What follows belongs to an exercise in optimizing a design on an open flow for small area, a short achievable clock period and few clock cycles per item; a production flow would make more cautious choices. The RTL was checked by simulation tests, not by an equivalence proof against the original design. Power figures rest on the tool's default switching activity, not on a simulated workload.

**design.v**
```verilog
module fp32_add (
    input  wire [31:0] a,
    input  wire [31:0] b,
    input  wire        sub,      
    output reg  [31:0] y
);
    wire        sa = a[31];
    wire        sb = b[31] ^ sub;
    wire [7:0]  ea = a[30:23];
    wire [7:0]  eb = b[30:23];
    wire        za = (ea == 8'd0);
    wire        zb = (eb == 8'd0);
    wire        eff_sub = sa ^ sb;
    wire [23:0] fa = {1'b1, a[22:0]};
    wire [23:0] fb = {1'b1, b[22:0]};
    wire [8:0]  dab = {1'b0, ea} - {1'b0, eb};
    wire [8:0]  dba = {1'b0, eb} - {1'b0, ea};
    wire        a_ge = ~dab[8];                   
    wire [7:0]  d    = a_ge ? dab[7:0] : dba[7:0];
    wire        d0   = (dab[7:0] == 8'd0);
    wire        d1   = (d == 8'd1);
    wire        s_big = a_ge ? sa : sb;
    wire [7:0]  e_big = a_ge ? ea : eb;
    wire [23:0] m_big = a_ge ? fa : fb;
    wire [23:0] m_sml = a_ge ? fb : fa;
    wire [4:0]  sh    = (d > 8'd26) ? 5'd27 : d[4:0];
    wire [25:0] al    = {m_sml, 2'b00} >> sh;
    reg  [23:0] smask;
    integer i;
    always @* begin
        for (i = 0; i < 24; i = i + 1)
            smask[i] = (i + 2 < sh);
    end
    wire        stk  = |(m_sml & smask);
    wire [27:0] sum  = eff_sub ? ({1'b0, m_big, 3'b000} - {1'b0, al, stk})
                               : ({1'b0, m_big, 3'b000} + {1'b0, al, stk});
    wire        up2 = sum[3] & ((|sum[2:0]) | sum[4]);
    wire        up1 = sum[2] & ((sum[1] | sum[0]) | sum[3]);
    wire        up0 = sum[1] & (sum[0] | sum[2]);
    wire [22:0] fr2 = sum[26:4] + {22'd0, up2};
    wire [22:0] fr1 = sum[25:3] + {22'd0, up1};
    wire [22:0] fr0 = sum[24:2] + {22'd0, up0};
    wire        c2  = up2 & (&sum[26:4]);
    wire        c1  = up1 & (&sum[25:3]);
    wire        c0  = up0 & (&sum[24:2]);
    wire [8:0]  ek0 = {1'b0, e_big} - 9'd1;
    wire [8:0]  ek1 = {1'b0, e_big};
    wire [8:0]  ek2 = {1'b0, e_big} + 9'd1;
    wire [8:0]  ek3 = {1'b0, e_big} + 9'd2;
    wire        fz0 = ek0[8] | (ek0 == 9'd0);        
    wire        fz1 = (e_big == 8'd0);
    wire        fo1 = (e_big == 8'd255);
    wire        fo2 = (ek2 >= 9'd255);
    wire        fo3 = (ek3 >= 9'd255);
    reg  [7:0]  fex;
    reg  [22:0] ffr;
    reg         fuf, fof;
    always @* begin
        if (sum[27]) begin
            ffr = fr2; fex = c2 ? ek3[7:0] : ek2[7:0]; fuf = 1'b0; fof = c2 ? fo3 : fo2;
        end else if (sum[26]) begin
            ffr = fr1; fex = c1 ? ek2[7:0] : ek1[7:0]; fuf = c1 ? 1'b0 : fz1; fof = c1 ? fo2 : fo1;
        end else begin
            ffr = fr0; fex = c0 ? ek1[7:0] : ek0[7:0]; fuf = c0 ? fz1 : fz0; fof = c0 ? fo1 : 1'b0;
        end
    end
    wire [31:0] far_y = fuf ? {s_big, 31'd0} :
                        fof ? {s_big, 8'hFF, 23'd0} :
                        {s_big, fex, ffr};
    wire [24:0] s1 = {fa, 1'b0} - (d0 ? {fb, 1'b0} : {1'b0, fb});
    wire [24:0] s2 = {fb, 1'b0} - (d0 ? {fa, 1'b0} : {1'b0, fa});
    wire        s1neg = d0 & (fb > fa);
    wire        use1  = d0 ? ~s1neg : a_ge;
    wire [24:0] r     = use1 ? s1 : s2;
    wire        ns    = use1 ? sa : sb;
    function automatic [4:0] lzc32(input [31:0] v);
        reg [15:0] h; reg [7:0] q; reg [3:0] o; reg [1:0] t;
        reg [4:0] n;
        begin
            n[4] = (v[31:16] == 16'd0);
            h    = n[4] ? v[15:0] : v[31:16];
            n[3] = (h[15:8] == 8'd0);
            q    = n[3] ? h[7:0] : h[15:8];
            n[2] = (q[7:4] == 4'd0);
            o    = n[2] ? q[3:0] : q[7:4];
            n[1] = (o[3:2] == 2'd0);
            t    = n[1] ? o[1:0] : o[3:2];
            n[0] = ~t[1];
            lzc32 = n;
        end
    endfunction
    wire [4:0]  nlz = lzc32({r[23:0], 8'hFF});
    wire [23:0] nm  = r[23:0] << nlz;
    wire [9:0]  ne  = {2'b00, e_big} - 10'd1 - {5'd0, nlz};
    wire        nz  = (r[23:0] == 24'd0);
    wire [31:0] near_y = nz ? 32'd0 :
                         (ne[9] || ne == 10'd0) ? {ns, 31'd0} :
                         {ns, ne[7:0], nm[22:0]};
    wire        near = eff_sub & (d0 | d1) & ~r[24];
    always @* begin
        if (za & zb)
            y = {sa & sb, 31'd0};
        else if (zb)
            y = a;
        else if (za)
            y = {sb, b[30:0]};
        else if (near)
            y = near_y;
        else
            y = far_y;
    end
endmodule
module fp32_benc (
    input  wire [31:0] b,
    output wire        bs,       
    output wire [7:0]  be,       
    output wire [12:0] bneg,     
    output wire [12:0] bone,     
    output wire [12:0] btwo,     
    output wire [4:0]  btz       
);
    wire [25:0] mb = {2'b00, 1'b1, b[22:0]};
    assign bs = b[31];
    assign be = b[30:23];
    genvar i;
    generate
        for (i = 0; i < 13; i = i + 1) begin : dig
            wire b2 = mb[2*i+1];
            wire b1 = mb[2*i];
            wire b0 = (i == 0) ? 1'b0 : mb[2*i-1];
            assign bneg[i] = b2 & ~(b1 & b0);
            assign bone[i] = b1 ^ b0;
            assign btwo[i] = (b2 & ~b1 & ~b0) | (~b2 & b1 & b0);
        end
    endgenerate
    function automatic [4:0] tz24(input [23:0] v);
        integer j;
        begin
            tz24 = 5'd24;
            for (j = 23; j >= 0; j = j - 1)
                if (v[j]) tz24 = j[4:0];
        end
    endfunction
    assign btz = tz24(mb[23:0]);
endmodule
module fp32_mul (
    input  wire [31:0] a,
    input  wire        bs,
    input  wire [7:0]  be,
    input  wire [12:0] bneg,
    input  wire [12:0] bone,
    input  wire [12:0] btwo,
    input  wire [4:0]  btz,
    output reg  [31:0] y
);
    wire        s  = a[31] ^ bs;
    wire [7:0]  ea = a[30:23];
    wire [7:0]  eb = be;
    wire        z  = (ea == 8'd0) | (eb == 8'd0);
    wire [23:0] ma = {1'b1, a[22:0]};
    reg  [25:0] row [0:12];
    wire [12:0] neg = bneg;
    integer i;
    always @* begin
        for (i = 0; i < 13; i = i + 1) begin : rows
            reg [24:0] mag;
            mag = bone[i] ? {1'b0, ma} : btwo[i] ? {ma, 1'b0} : 25'd0;
            row[i] = {~neg[i], neg[i] ? ~mag : mag};
        end
    end
    wire [47:0] p = 48'h555556000000
        + ({22'd0, row[0]})        + ({20'd0, row[1], 2'd0})   + ({18'd0, row[2], 4'd0})
        + ({16'd0, row[3], 6'd0})  + ({14'd0, row[4], 8'd0})   + ({12'd0, row[5], 10'd0})
        + ({10'd0, row[6], 12'd0}) + ({8'd0, row[7], 14'd0})   + ({6'd0, row[8], 16'd0})
        + ({4'd0, row[9], 18'd0})  + ({2'd0, row[10], 20'd0})  + ({row[11], 22'd0})
        + ({row[12][23:0], 24'd0})
        + {23'd0, neg[12], 1'b0, neg[11], 1'b0, neg[10], 1'b0, neg[9], 1'b0, neg[8], 1'b0,
           neg[7], 1'b0, neg[6], 1'b0, neg[5], 1'b0, neg[4], 1'b0, neg[3], 1'b0, neg[2], 1'b0,
           neg[1], 1'b0, neg[0]};
    function automatic [4:0] tz24(input [23:0] v);
        integer j;
        begin
            tz24 = 5'd24;
            for (j = 23; j >= 0; j = j - 1)
                if (v[j]) tz24 = j[4:0];
        end
    endfunction
    wire [5:0]  tzs = {1'b0, tz24(ma)} + {1'b0, btz};
    wire        st_hi = (tzs < 6'd23);    
    wire        st_lo = (tzs < 6'd22);    
    wire        gh  = p[23], gl = p[22];
    wire        uph = gh & (st_hi | p[24]);
    wire        upl = gl & (st_lo | p[23]);
    wire [22:0] frh = p[46:24] + {22'd0, uph};
    wire [22:0] frl = p[45:23] + {22'd0, upl};
    wire        ch  = uph & (&p[46:24]);
    wire        cl  = upl & (&p[45:23]);
    wire [9:0]  e0  = {2'b00, ea} + {2'b00, eb} - 10'd127;
    wire [9:0]  e1  = e0 + 10'd1;
    wire [9:0]  e2  = e0 + 10'd2;
    wire        uf0 = e0[9] | (e0 == 10'd0);
    wire        uf1 = e1[9] | (e1 == 10'd0);
    wire        uf2 = e2[9] | (e2 == 10'd0);
    wire        of0 = ~e0[9] & (e0[8:0] >= 9'd255);
    wire        of1 = ~e1[9] & (e1[8:0] >= 9'd255);
    wire        of2 = ~e2[9] & (e2[8:0] >= 9'd255);
    wire        ufh = ch ? uf2 : uf1;
    wire        ofh = ch ? of2 : of1;
    wire [7:0]  exh = ch ? e2[7:0] : e1[7:0];
    wire        ufl = cl ? uf1 : uf0;
    wire        ofl = cl ? of1 : of0;
    wire [7:0]  exl = cl ? e1[7:0] : e0[7:0];
    wire        uf  = p[47] ? ufh : ufl;
    wire        of  = p[47] ? ofh : ofl;
    wire [7:0]  ex  = p[47] ? exh : exl;
    wire [22:0] fr  = p[47] ? frh : frl;
    always @* begin
        if (z | uf)
            y = {s, 31'd0};
        else if (of)
            y = {s, 8'hFF, 23'd0};
        else
            y = {s, ex, fr};
    end
endmodule
module fp32_div (
    input  wire        clk,
    input  wire        rst,
    input  wire        start,
    input  wire [31:0] a,
    input  wire [31:0] b,
    output reg         done,
    output reg  [31:0] y
);
    reg         busy;
    reg  [4:0]  cnt;
    reg  [25:0] rem;
    reg  [23:0] dvs;
    reg  [25:0] q;
    reg         s;
    reg         za;
    reg  signed [9:0] e;
    wire [23:0] ma = {1'b1, a[22:0]};
    wire [23:0] mb = {1'b1, b[22:0]};
    wire        a_lt_b = (ma < mb);
    wire [25:0] diff = rem - {2'b00, dvs};
    wire        qbit = ~diff[25];
    wire        st  = (rem != 26'd0);
    wire        up  = q[1] & (q[0] | st | q[2]);
    wire [24:0] mr  = {1'b0, q[25:2]} + {24'd0, up};
    wire signed [9:0] ef = mr[24] ? e + 10'sd1 : e;
    always @(posedge clk) begin
        if (rst) begin
            busy <= 1'b0;
            done <= 1'b0;
            cnt  <= 5'd0;
        end else begin
            done <= 1'b0;
            if (start && !busy) begin
                busy <= 1'b1;
                cnt  <= 5'd0;
                s    <= a[31] ^ b[31];
                za   <= (a[30:23] == 8'd0);
                dvs  <= mb;
                rem  <= a_lt_b ? {1'b0, ma, 1'b0} : {2'b00, ma};
                e    <= $signed({2'b00, a[30:23]}) - $signed({2'b00, b[30:23]}) + 10'sd127
                        - (a_lt_b ? 10'sd1 : 10'sd0);
                q    <= 26'd0;
            end else if (busy) begin
                if (cnt == 5'd26) begin
                    busy <= 1'b0;
                    done <= 1'b1;
                    if (za || ef <= 10'sd0)
                        y <= {s, 31'd0};
                    else if (ef >= 10'sd255)
                        y <= {s, 8'hFF, 23'd0};
                    else
                        y <= {s, ef[7:0], mr[24] ? mr[23:1] : mr[22:0]};
                end else begin
                    q   <= {q[24:0], qbit};
                    rem <= (qbit ? diff : rem) << 1;
                    cnt <= cnt + 5'd1;
                end
            end
        end
    end
endmodule
module flt_engine (
    input  wire        clk,
    input  wire        rst,
    input  wire        cmd_valid,
    output reg         cmd_ready,
    input  wire [2:0]  cmd_op,
    input  wire [31:0] cmd_data,
    output reg         res_valid,
    output wire [31:0] res_data
);
    localparam [2:0] OP_ALPHA = 3'd0, OP_BETA = 3'd1, OP_GAMMA = 3'd2,
                     OP_DELTA = 3'd3, OP_CUTOFF = 3'd4, OP_MODE = 3'd5,
                     OP_CLEAR = 3'd6, OP_RUN = 3'd7;
    localparam [31:0] F_ONE      = 32'h3F800000;   
    localparam [31:0] F_W_SCALE  = 32'h39490FDB;   
    localparam [31:0] F_FILT_MIN = 32'h41A00000;   
    localparam [31:0] F_FREQ_MAX = 32'h46666666;   
    localparam integer DK = 3;
    localparam integer DN = 9;
    localparam integer DS = DK * DN;
    reg [1:0]  mode;
    reg [31:0] alpha, beta, gamma, delta;
    reg [31:0] x1, x2, y1, y2;
    reg        v0;
    reg [2:0]  op0;
    reg [31:0] d0;
    reg [31:0] xc;              
    reg [3:0]  lp;
    reg [2:0]  hp;
    reg [5:0]  bp;
    reg [1:0]  ct;
    reg        pend;            
    reg [31:0] mr0, mr1, ar0, ar1;
    reg        dv;
    reg  [3:0]  dcnt;
    reg        dfirst;          
    reg [7:0]  dea;
    assign res_data = y1;
    function automatic [31:0] daz(input [31:0] v);
        daz = (v[30:23] == 8'd0) ? 32'd0 : v;
    endfunction
    function automatic flt_lt(input [31:0] p, input [31:0] r);
        reg [31:0] pp, qq;
        begin
            pp = daz(p);
            qq = daz(r);
            if (pp[31] != qq[31])
                flt_lt = pp[31] & ~qq[31];
            else if (pp[31])
                flt_lt = pp[30:0] > qq[30:0];
            else
                flt_lt = pp[30:0] < qq[30:0];
        end
    endfunction
    wire [31:0] fc_lo  = flt_lt(d0, F_FILT_MIN) ? F_FILT_MIN : d0;
    wire [31:0] fc_clp = flt_lt(F_FREQ_MAX, fc_lo) ? F_FREQ_MAX : fc_lo;
    function automatic [11:0] occ(input [3:0] l, input [2:0] h, input [5:0] b,
                                  input [1:0] c);
        reg [5:0] om, oa;
        begin
            om[0] = l[0] | l[1] | h[1] | b[1] | b[2] | b[3];
            om[1] = l[0] | h[0] | b[0] | b[1] | b[2];
            om[2] = b[0] | b[1];
            om[3] = b[0];
            om[4] = 1'b0;
            om[5] = 1'b0;
            oa[0] = l[2] | h[0] | b[3] | b[4] | c[0];
            oa[1] = l[1] | b[2] | b[3];
            oa[2] = l[0] | b[1] | b[2];
            oa[3] = b[0] | b[1];
            oa[4] = b[0];
            oa[5] = 1'b0;
            occ = {oa, om};
        end
    endfunction
    function automatic can_issue(
        input [2:0] op, input [1:0] md, input [3:0] l, input [2:0] h,
        input [5:0] b, input [1:0] c, input pd, input dlast);
        reg [5:0] om, oa;
        begin
            {oa, om} = occ(l, h, b, c);
            case (op)
                OP_ALPHA:  can_issue = ~pd & ~l[0] & ~|h[1:0];
                OP_BETA:   can_issue = ~|b[1:0];
                OP_GAMMA:  can_issue = ~|b[2:0];
                OP_DELTA:  can_issue = ~|b[3:0];
                OP_CUTOFF: can_issue = ~pd & ~b[0] & ~om[0] & ~oa[1];
                OP_MODE:   can_issue = 1'b1;
                OP_CLEAR:  can_issue = ~|l & ~|h & ~|b;
                default: begin  
                    if (pd & ~dlast)
                        can_issue = 1'b0;
                    else if (md == 2'd0)
                        can_issue = ~l[0] & ~|h[1:0] & ~|b[4:0]
                                  & ~om[1] & ~om[2] & ~oa[0] & ~oa[3];
                    else if (md == 2'd1)
                        can_issue = ~h[0] & ~|l[2:0] & ~|b[4:0]
                                  & ~oa[0] & ~oa[1] & ~om[2];
                    else
                        can_issue = ~b[0] & ~b[1] & ~|l[2:0] & ~|h[1:0]
                                  & ~oa[0] & ~om[2] & ~om[3] & ~om[4] & ~oa[4] & ~oa[5];
                end
            endcase
        end
    endfunction
    wire dlast = dv & (dcnt == DN - 1);
    wire issue = v0 & can_issue(op0, mode, lp, hp, bp, ct, pend, dlast);
    wire acc   = cmd_valid & cmd_ready;
    wire is_run = issue & (op0 == OP_RUN);
    wire is_cut = issue & (op0 == OP_CUTOFF);
    wire        v0_n   = acc | (v0 & ~issue);
    wire [2:0]  op0_n  = acc ? cmd_op : op0;
    wire [1:0]  mode_n = (issue & (op0 == OP_MODE)) ? d0[1:0] : mode;
    wire [3:0]  lp_n   = {lp[2:0], is_run & (mode == 2'd0)};
    wire [2:0]  hp_n   = {hp[1:0], is_run & (mode == 2'd1)};
    wire [5:0]  bp_n   = {bp[4:0], is_run & mode[1]};
    wire [1:0]  ct_n   = {ct[0], is_cut};
    wire        pend_n = is_cut | (pend & ~dlast);
    wire        dv_n   = ct[1] | (dv & ~dlast);
    wire [3:0]  dcnt_n = ct[1] ? 4'd0 : dv ? dcnt + 4'd1 : dcnt;
    wire        dlast_n = dv_n & (dcnt_n == DN - 1);
    reg s_ma_xc, s_ma_y1, s_ma_ar0, s_ma_y2;
    wire [31:0] ma = ({32{s_ma_xc}} & xc)   | ({32{s_ma_y1}} & y1)
                   | ({32{s_ma_ar0}} & ar0) | ({32{s_ma_y2}} & y2);
    reg         mbs;
    reg  [7:0]  mbe;
    reg  [12:0] mbneg, mbone, mbtwo;
    reg  [4:0]  mbtz;
    wire [31:0] m_y;
    fp32_mul u_mul (.a(ma), .bs(mbs), .be(mbe), .bneg(mbneg), .bone(mbone),
                    .btwo(mbtwo), .btz(mbtz), .y(m_y));
    reg s_aa_nalpha, s_aa_mr0, s_aa_xc, s_aa_ar0, s_aa_ar1;
    reg s_ab_one, s_ab_mr1, s_ab_x1, s_ab_y1, s_ab_x2, asub;
    wire [31:0] aa = ({32{s_aa_nalpha}} & {~alpha[31], alpha[30:0]})
                   | ({32{s_aa_mr0}} & mr0) | ({32{s_aa_xc}} & xc)
                   | ({32{s_aa_ar0}} & ar0) | ({32{s_aa_ar1}} & ar1);
    wire [31:0] ab = ({32{s_ab_one}} & F_ONE) | ({32{s_ab_mr1}} & mr1)
                   | ({32{s_ab_x1}} & x1) | ({32{s_ab_y1}} & y1) | ({32{s_ab_x2}} & x2);
    wire [31:0] a_y;
    fp32_add u_add (.a(aa), .b(ab), .sub(asub), .y(a_y));
    wire [31:0] mb_n = ({32{lp_n[1] | hp_n[2]}} & alpha) | ({32{lp_n[2]}} & ar0)
                     | ({32{bp_n[2]}} & beta) | ({32{bp_n[3]}} & gamma)
                     | ({32{bp_n[4]}} & delta) | ({32{ct_n[0]}} & F_W_SCALE);
    wire        mbs_n;
    wire [7:0]  mbe_n;
    wire [12:0] mbneg_n, mbone_n, mbtwo_n;
    wire [4:0]  mbtz_n;
    fp32_benc u_benc (.b(mb_n), .bs(mbs_n), .be(mbe_n), .bneg(mbneg_n), .bone(mbone_n),
                      .btwo(mbtwo_n), .btz(mbtz_n));
    wire [23:0] dvs = {1'b1, ar0[22:0]};
    reg  [24:0] rr;
    reg  [DK-1:0] qb;
    reg  [25:0] df;
    integer k;
    always @* begin
        rr = dfirst ? {2'b01, mr0[22:0]} : mr0[24:0];
        for (k = DK - 1; k >= 0; k = k - 1) begin
            df = {1'b0, rr} - {2'b00, dvs};
            qb[k] = ~df[25];
            rr = df[25] ? rr : df[24:0];
            rr = {rr[23:0], 1'b0};
        end
    end
    wire [DS-1:0] qf = {xc[DS-DK-1:0], qb};
    wire          qi = qf[DS-1];
    wire [23:0]   dm = qi ? qf[DS-1:DS-24] : qf[DS-2:DS-25];
    wire          dg = qi ? qf[DS-25] : qf[DS-26];
    wire          dsx = (qi ? |qf[DS-26:0] : |qf[DS-27:0]) | (rr != 25'd0);
    wire          dup = dg & (dsx | dm[0]);
    wire [24:0]   dmr = {1'b0, dm} + {24'd0, dup};
    wire [9:0]    dex = {2'b00, dea} - {2'b00, ar0[30:23]} + 10'd126 + {9'd0, qi} + {9'd0, dmr[24]};
    wire [31:0]   dq  = {1'b0, dex[7:0], dmr[24] ? dmr[23:1] : dmr[22:0]};
    wire done_y = lp[3] | hp[2] | bp[5];
    wire [31:0] yv = hp[2] ? m_y : a_y;
    always @(posedge clk) begin
        if (is_run | is_cut) xc <= (op0 == OP_CUTOFF) ? fc_clp : d0;
        else if (dv) xc[DS-1:0] <= qf;
        if (lp[1] | bp[2] | ct[0]) mr0 <= m_y;
        else if (dv) mr0[24:0] <= rr;
        dfirst <= ct[1];
        mbs   <= mbs_n;
        mbe   <= mbe_n;
        mbneg <= mbneg_n;
        mbone <= mbone_n;
        mbtwo <= mbtwo_n;
        mbtz  <= mbtz_n;
        mr1 <= m_y;      
        if (lp[0] | hp[0] | hp[1] | bp[0] | ct[1]) ar0 <= a_y;
        ar1 <= a_y;      
        if (ct[1]) dea <= mr0[30:23];
        if (acc) d0 <= cmd_data;
        op0 <= op0_n;
        dcnt <= dcnt_n;
        if (rst) begin
            mode      <= 2'd0;
            alpha     <= 32'd0;
            beta      <= 32'd0;
            gamma     <= 32'd0;
            delta     <= 32'd0;
            x1        <= 32'd0;
            x2        <= 32'd0;
            y1        <= 32'd0;
            y2        <= 32'd0;
            v0        <= 1'b0;
            lp        <= 4'd0;
            hp        <= 3'd0;
            bp        <= 6'd0;
            ct        <= 2'd0;
            pend      <= 1'b0;
            dv        <= 1'b0;
            res_valid <= 1'b0;
            cmd_ready <= 1'b0;
            {s_ma_xc, s_ma_y1, s_ma_ar0, s_ma_y2} <= 4'd0;
            {s_aa_nalpha, s_aa_mr0, s_aa_xc, s_aa_ar0, s_aa_ar1} <= 5'd0;
            {s_ab_one, s_ab_mr1, s_ab_x1, s_ab_y1, s_ab_x2, asub} <= 6'd0;
        end else begin
            s_ma_xc     <= lp_n[1] | ct_n[0];
            s_ma_y1     <= lp_n[2] | bp_n[3];
            s_ma_ar0    <= hp_n[2] | bp_n[2];
            s_ma_y2     <= bp_n[4];
            s_aa_nalpha <= lp_n[0];
            s_aa_mr0    <= lp_n[3] | bp_n[4] | ct_n[1];
            s_aa_xc     <= hp_n[0] | bp_n[0];
            s_aa_ar0    <= hp_n[1];
            s_aa_ar1    <= bp_n[5];
            s_ab_one    <= lp_n[0] | ct_n[1];
            s_ab_mr1    <= lp_n[3] | bp_n[4] | bp_n[5];
            s_ab_x1     <= hp_n[0];
            s_ab_y1     <= hp_n[1];
            s_ab_x2     <= bp_n[0];
            asub        <= hp_n[0] | bp_n[0] | bp_n[5];
            v0   <= v0_n;
            mode <= mode_n;
            lp   <= lp_n;
            hp   <= hp_n;
            bp   <= bp_n;
            ct   <= ct_n;
            pend <= pend_n;
            dv   <= dv_n;
            cmd_ready <= ~v0_n | can_issue(op0_n, mode_n, lp_n, hp_n, bp_n, ct_n, pend_n, dlast_n);
            res_valid <= done_y;
            if (issue) begin
                case (op0)
                    OP_ALPHA: alpha <= d0;
                    OP_BETA:  beta  <= d0;
                    OP_GAMMA: gamma <= d0;
                    OP_DELTA: delta <= d0;
                    default: ;
                endcase
            end
            if (dlast) alpha <= dq;
            if (hp[0]) x1 <= xc;
            if (bp[0]) begin
                x2 <= x1;
                x1 <= xc;
            end
            if (done_y) begin
                y1 <= yv;
                if (bp[5]) y2 <= y1;
            end
            if (issue & (op0 == OP_CLEAR)) begin
                x1 <= 32'd0; x2 <= 32'd0; y1 <= 32'd0; y2 <= 32'd0;
            end
        end
    end
endmodule
```
**run.sh**
```bash
#!/bin/bash
# synth_recipe.tcl (not shown) runs the flow's synth.tcl, then flattens the netlist and writes it again
# the make line also repeats each setting of config.mk as NAME=value (left out here)
make -C /OpenROAD-flow-scripts/flow DESIGN_CONFIG=/design/flow/config.mk WORK_HOME=/design/flow/orfs CLKGATE_MAP_FILE= SYNTH_SCRIPT=/design/flow/synth_recipe.tcl finish
```
**config.mk**
```make
export PLATFORM = sky130hd
export DESIGN_NAME = flt_engine
export DESIGN_NICKNAME = flt_engine
export VERILOG_FILES = /design/flow/design.v
export SDC_FILE = /design/flow/constraint.sdc
export NUM_CORES = 4
export LEC_CHECK = 0
export CAP_MARGIN = 20
export CORE_MARGIN = 2
export CORE_UTILIZATION = 40
export SETUP_SLACK_MARGIN = 5
export SLEW_MARGIN = 20
export TNS_END_PERCENT = 100
```
**constraint.sdc**
```tcl
create_clock -name core_clock -period 20.0 [get_ports {clk}]
set_input_delay 4.0000 -clock core_clock [delete_from_list [all_inputs] [get_ports {clk}]]
set_output_delay 4.0000 -clock core_clock [all_outputs]
set_load 0.01 [all_outputs]
```
==> run notes <==
-- power breakdown --
| part | internal, mW | leakage, nW | total, mW | switching (mW) |
|---|---|---|---|---|
| Sequential | 1.15 | 4.54 | 1.19 | 0.0347 |
| Combinational | 1.61 | 21.4 | 4.90 | 3.29 |
| Clock | 0.663 | 1.01 | 1.16 | 0.493 |
-- state kept, by name, summed over array words and instances (netlist names), 32 cells and up --
| register | count |
|---|---|
| x1 | 32 |
| beta | 32 |
| ar0 | 32 |
| alpha | 32 |
| gamma | 32 |
| mr1 | 32 |
| xc | 32 |
| y2 | 32 |
| delta | 32 |
| mr0 | 32 |
| y1 | 32 |
| ar1 | 32 |
| x2 | 32 |
| d0 | 32 |
-- area by class of cell --
| type | instances | area (um^2) |
|---|---|---|
| timing repair buffer | 279 | 2275 |
| tap | 2030 | 2540 |
| clock buffer | 74 | 1688 |
| inverter | 505 | 1896 |
| sequential | 544 | 12260 |
| clock inverter | 36 | 337.8 |
| antenna | 9 | 22.52 |
| multi-input combinational | 6199 | 44930 |
| fill | 15322 | 85600 |
-- per-layer routing --
metal	track usage, %	share of wire, %	vias to the layer above
met5	0.6466	0.12	-
met4	17.75	6.4	22
met3	7.552	11	684
met2	48.53	42	3581
met1	42.75	40	29570
li1	-	-	27433
-- worst register-to-register path, delay by kind of cell, from the launching register on --
kind            cells  cell delay, ps
simple gates       12            3430
buf+inv             8            2610
fa+ha+maj           4            1710
compound gates     18            5150
xor+xnor            2             370
flops               1             740
-- cell usage after synthesis, types with 154 or more instances --
cell type / count
a22oi_1: 494
a21oi_1: 534
nor2_1: 606
clkbuf_1: 427
xnor2_1: 457
inv_1: 486
fa_1: 254
nor3_1: 154
ha_1: 440
mux2i_1: 199
nand3_1: 177
dfxtp_1: 408
nand2_1: 928
o21ai_0: 344
-- what timing repair did --
| item | CTS | global route |
|---|---|---|
| endpoints found under the setup margin | 0 | 45 |
| gates resized for setup | 0 | 14 |
| setup buffers | 0 | 5 |
| hold endpoints to repair | 0 | 0 |
-- logic make-up after synthesis --
logic type | count (synthesis) | share of synthesized area (%)
AND/OR/NAND/NOR | 2435 | 18.43
AO/OA/AOI/OAI | 2234 | 24.78
buffers and inverters | 1023 | 6.480
adder cells (fa/ha/maj) | 696 | 17.42
XOR/XNOR | 589 | 8.548
flip-flops | 544 | 20.11
multiplexers | 245 | 4.241
-- worst max-delay path by stage --
stage                     slack [ps]        startpoint             endpoint  depth (start not counted)
after CTS                       5190  hp[1]$_SDFF_PP0_  y1[15]$_SDFFE_PP0N_                         46
after floorplan                 8330  ar0[1]$_DFFE_PP_    mr0[13]$_DFFE_PP_                         62
final                           5720  hp[1]$_SDFF_PP0_    ar0[15]$_DFFE_PP_                         44
after global placement          5050  hp[1]$_SDFF_PP0_    ar0[15]$_DFFE_PP_                         46
after global routing            4940  ar0[1]$_DFFE_PP_    mr0[17]$_DFFE_PP_                         63
after detailed placement        5210  hp[1]$_SDFF_PP0_    ar0[15]$_DFFE_PP_                         45
-- per-stage QoR --
step / setup WS, ps / total power, mW / instances
2_1_floorplan: 8330 / 4.569 / 7766
3_3_place_gp: 5054 / 5.962 / 9549
3_5_place_dp: 5208 / 5.965 / 9549
4_1_cts: 5190 / 7.121 / 9659
5_1_grt: 4937 / 7.645 / 9667
6_report: 5720 / 7.248 / 9676
==> metrics.md <==
| Metric | Value |
|---|---|
| Min-delay src | `mr0[30]$_DFFE_PP_` |
| Syn avg cell area | `7.845 um^2` |
| Commonest non-fill, non-tap cells in the layout | `nand2_1 (925), nor2_1 (602), a21oi_1 (531)` |
| Worst slew pin tran | `1231 ps` |
| Via count | `61,290` |
| Clock Path Buffers | `3` |
| Worst reg2reg endpoint | `ar0[15]$_DFFE_PP_` |
| Seq/Total Area, Yosys | `20.11%` |
| Max Fanout on Critical Path | `44` |
| Largest net degree at the start of global routing | `71` |
| R2R cell count | `44` |
| Fin crit share | `71.40%` |
| Share of cells above drive strength 1 | `6.508%` |
| Setup_tns | `0 ps` |
| Primary FF master, synth | `dfxtp_1` |
| Synthesized Nets | `8,498` |
| DIE HEIGHT | `394.3 um` |
| Ports | `72` |
| Synth cell types | `119` |
| Drc violations | `0` |
| Critical Path AT | `14,660 ps` |
| Layout Utilization | `43.52%` |
| Layout Skew | `33.12 ps` |
| Gr ovfl total | `0` |
| Vias in the first global route | `57,710` |
| Hold/Removal Path Class | `flop to flop` |
| Kind of critical path | `flop to flop` |
| DR pass1 iterations | `9` |
| Slowest Stage Delay on Critical Path | `740 ps` |
| Design Area, Final | `65,950 um^2` |
| Initial antenna violation count | `15` |
| YS warnings | `5` |
| Largest area contributor in the netlist | `dfxtp_1` |
| Startpoint class of the critical path | `flop` |
| Placed Instance Area | `63,800 um^2` |
| CTS H-tree lvls | `2` |
| Min Clock Period, post-route | `14,280 ps` |
| Hold depth | `0` |
| Starting Density | `40.20%` |
| DR WL/cell | `27.21 um` |
| Pwr Density | `109.9 nW/um^2` |
| Post-DR vias/cell | `6.334` |
| Iter 0 DRT Violations | `7,973` |
| Buffers on Ports | `71` |
| Reg clk slew, reported paths | `70 ps` |
| Final setup violation count | `0` |
| Inserted Clock Buffers | `58` |
| Final wirelength | `263,300 um` |
| Total track usage | `32.36%` |
| Leakage | `26.93 nW` |
| Rel. slew slack | `17.64%` |
| Worst Setup End Kind | `flop` |
| Clk Latency, worst-skew pair | `650 ps` |
| FMAX | `0.07003 GHz` |
| Status | `timing/DRC/antenna clean` |
| Share of the synthesized area in the top cell type | `13.41%` |
| Peak supply drop | `0.1808 mV` |
| Family with the most delay on the worst path | `compound AO/OA/AOI/OAI gates` |
| Post-synth ARST share | `0%` |
| CP Buf/Inv Count | `8` |
| Rows | `143` |
| Die area | `155,400 um^2` |
| Dpl hpwl | `197,200 um` |
| Maxcap violations | `0` |
| Most common cell after layout, fill and taps aside | `nand2_1` |
| Mapped cell area | `60,920 um^2` |
| Final nets | `8,319` |
| Synth area leaders | `dfxtp_1 (13%), ha_1 (9.0%), fa_1 (8.3%)` |
| Max Slew Vio Count | `0` |
| Hold Vio Cnt, Final | `0` |
| RSZ-0062 raised after global routing | `yes` |
| Min Hold Slack | `451.2 ps` |
| Number of synthesized flops with an enable pin | `136` |
| Clock sinks | `544` |
| Synthesized flop and latch total | `544` |
| First-pass GRT wire length | `384,200 um` |
| R2R setup slack | `5720 ps` |
| Reg-to-reg critical path startpoint | `hp[1]$_SDFF_PP0_` |
| Worst Hold End | `dea[7]$_DFFE_PP_` |
| Core area | `151,500 um^2` |
| Area growth from synthesis to final layout | `8.248%` |
| Die Wd | `394.3 um` |
| CP max stage cell | `dfxtp_2` |
| Synth Instances | `7,766` |
| CTS tree | `done` |
| GPL Wtd Cong | `1.033` |
| Data required time of the critical path | `20,380 ps` |
| Post-CTS Hold Fix Bufs | `0` |
| Clk root buf | `clkbuf_16` |
| ANT nets after route | `0` |
Testbench counts, summed over its fixed seeds: cycles 53,547, items 20,202.

what the ideal ports hide:
How much do the figures lean on ideal ports? The routed layout below was timed once more, with nothing changed but the port constraints.
Step 1 (the two cells are an assumption about what drives the block):
set clk [get_ports {clk}]
set_driving_cell -lib_cell sky130_fd_sc_hd__clkbuf_16 $clk
set_driving_cell -lib_cell sky130_fd_sc_hd__buf_2 [delete_from_list [all_inputs] $clk]
Step 2 moves the port delays by t, midway between the first and last clock arrival at a register: inputs arrive t later, outputs are due t later. That takes back most of the time a late clock gives input paths.
Slacks: ideal / step 1 / step 2; pairs: ideal / step 1.
shift t [ns]: 0.698
setup slack, ns: 5.720 / 5.720 / 5.720
worst setup path at the end: register to register
slew at the worst register clock pin (ns): 0.07 / 0.07
After both steps this run still meets setup and hold. The setup slack of this run moves by 0.000 ns with the drivers and by 0.000 ns with both steps.
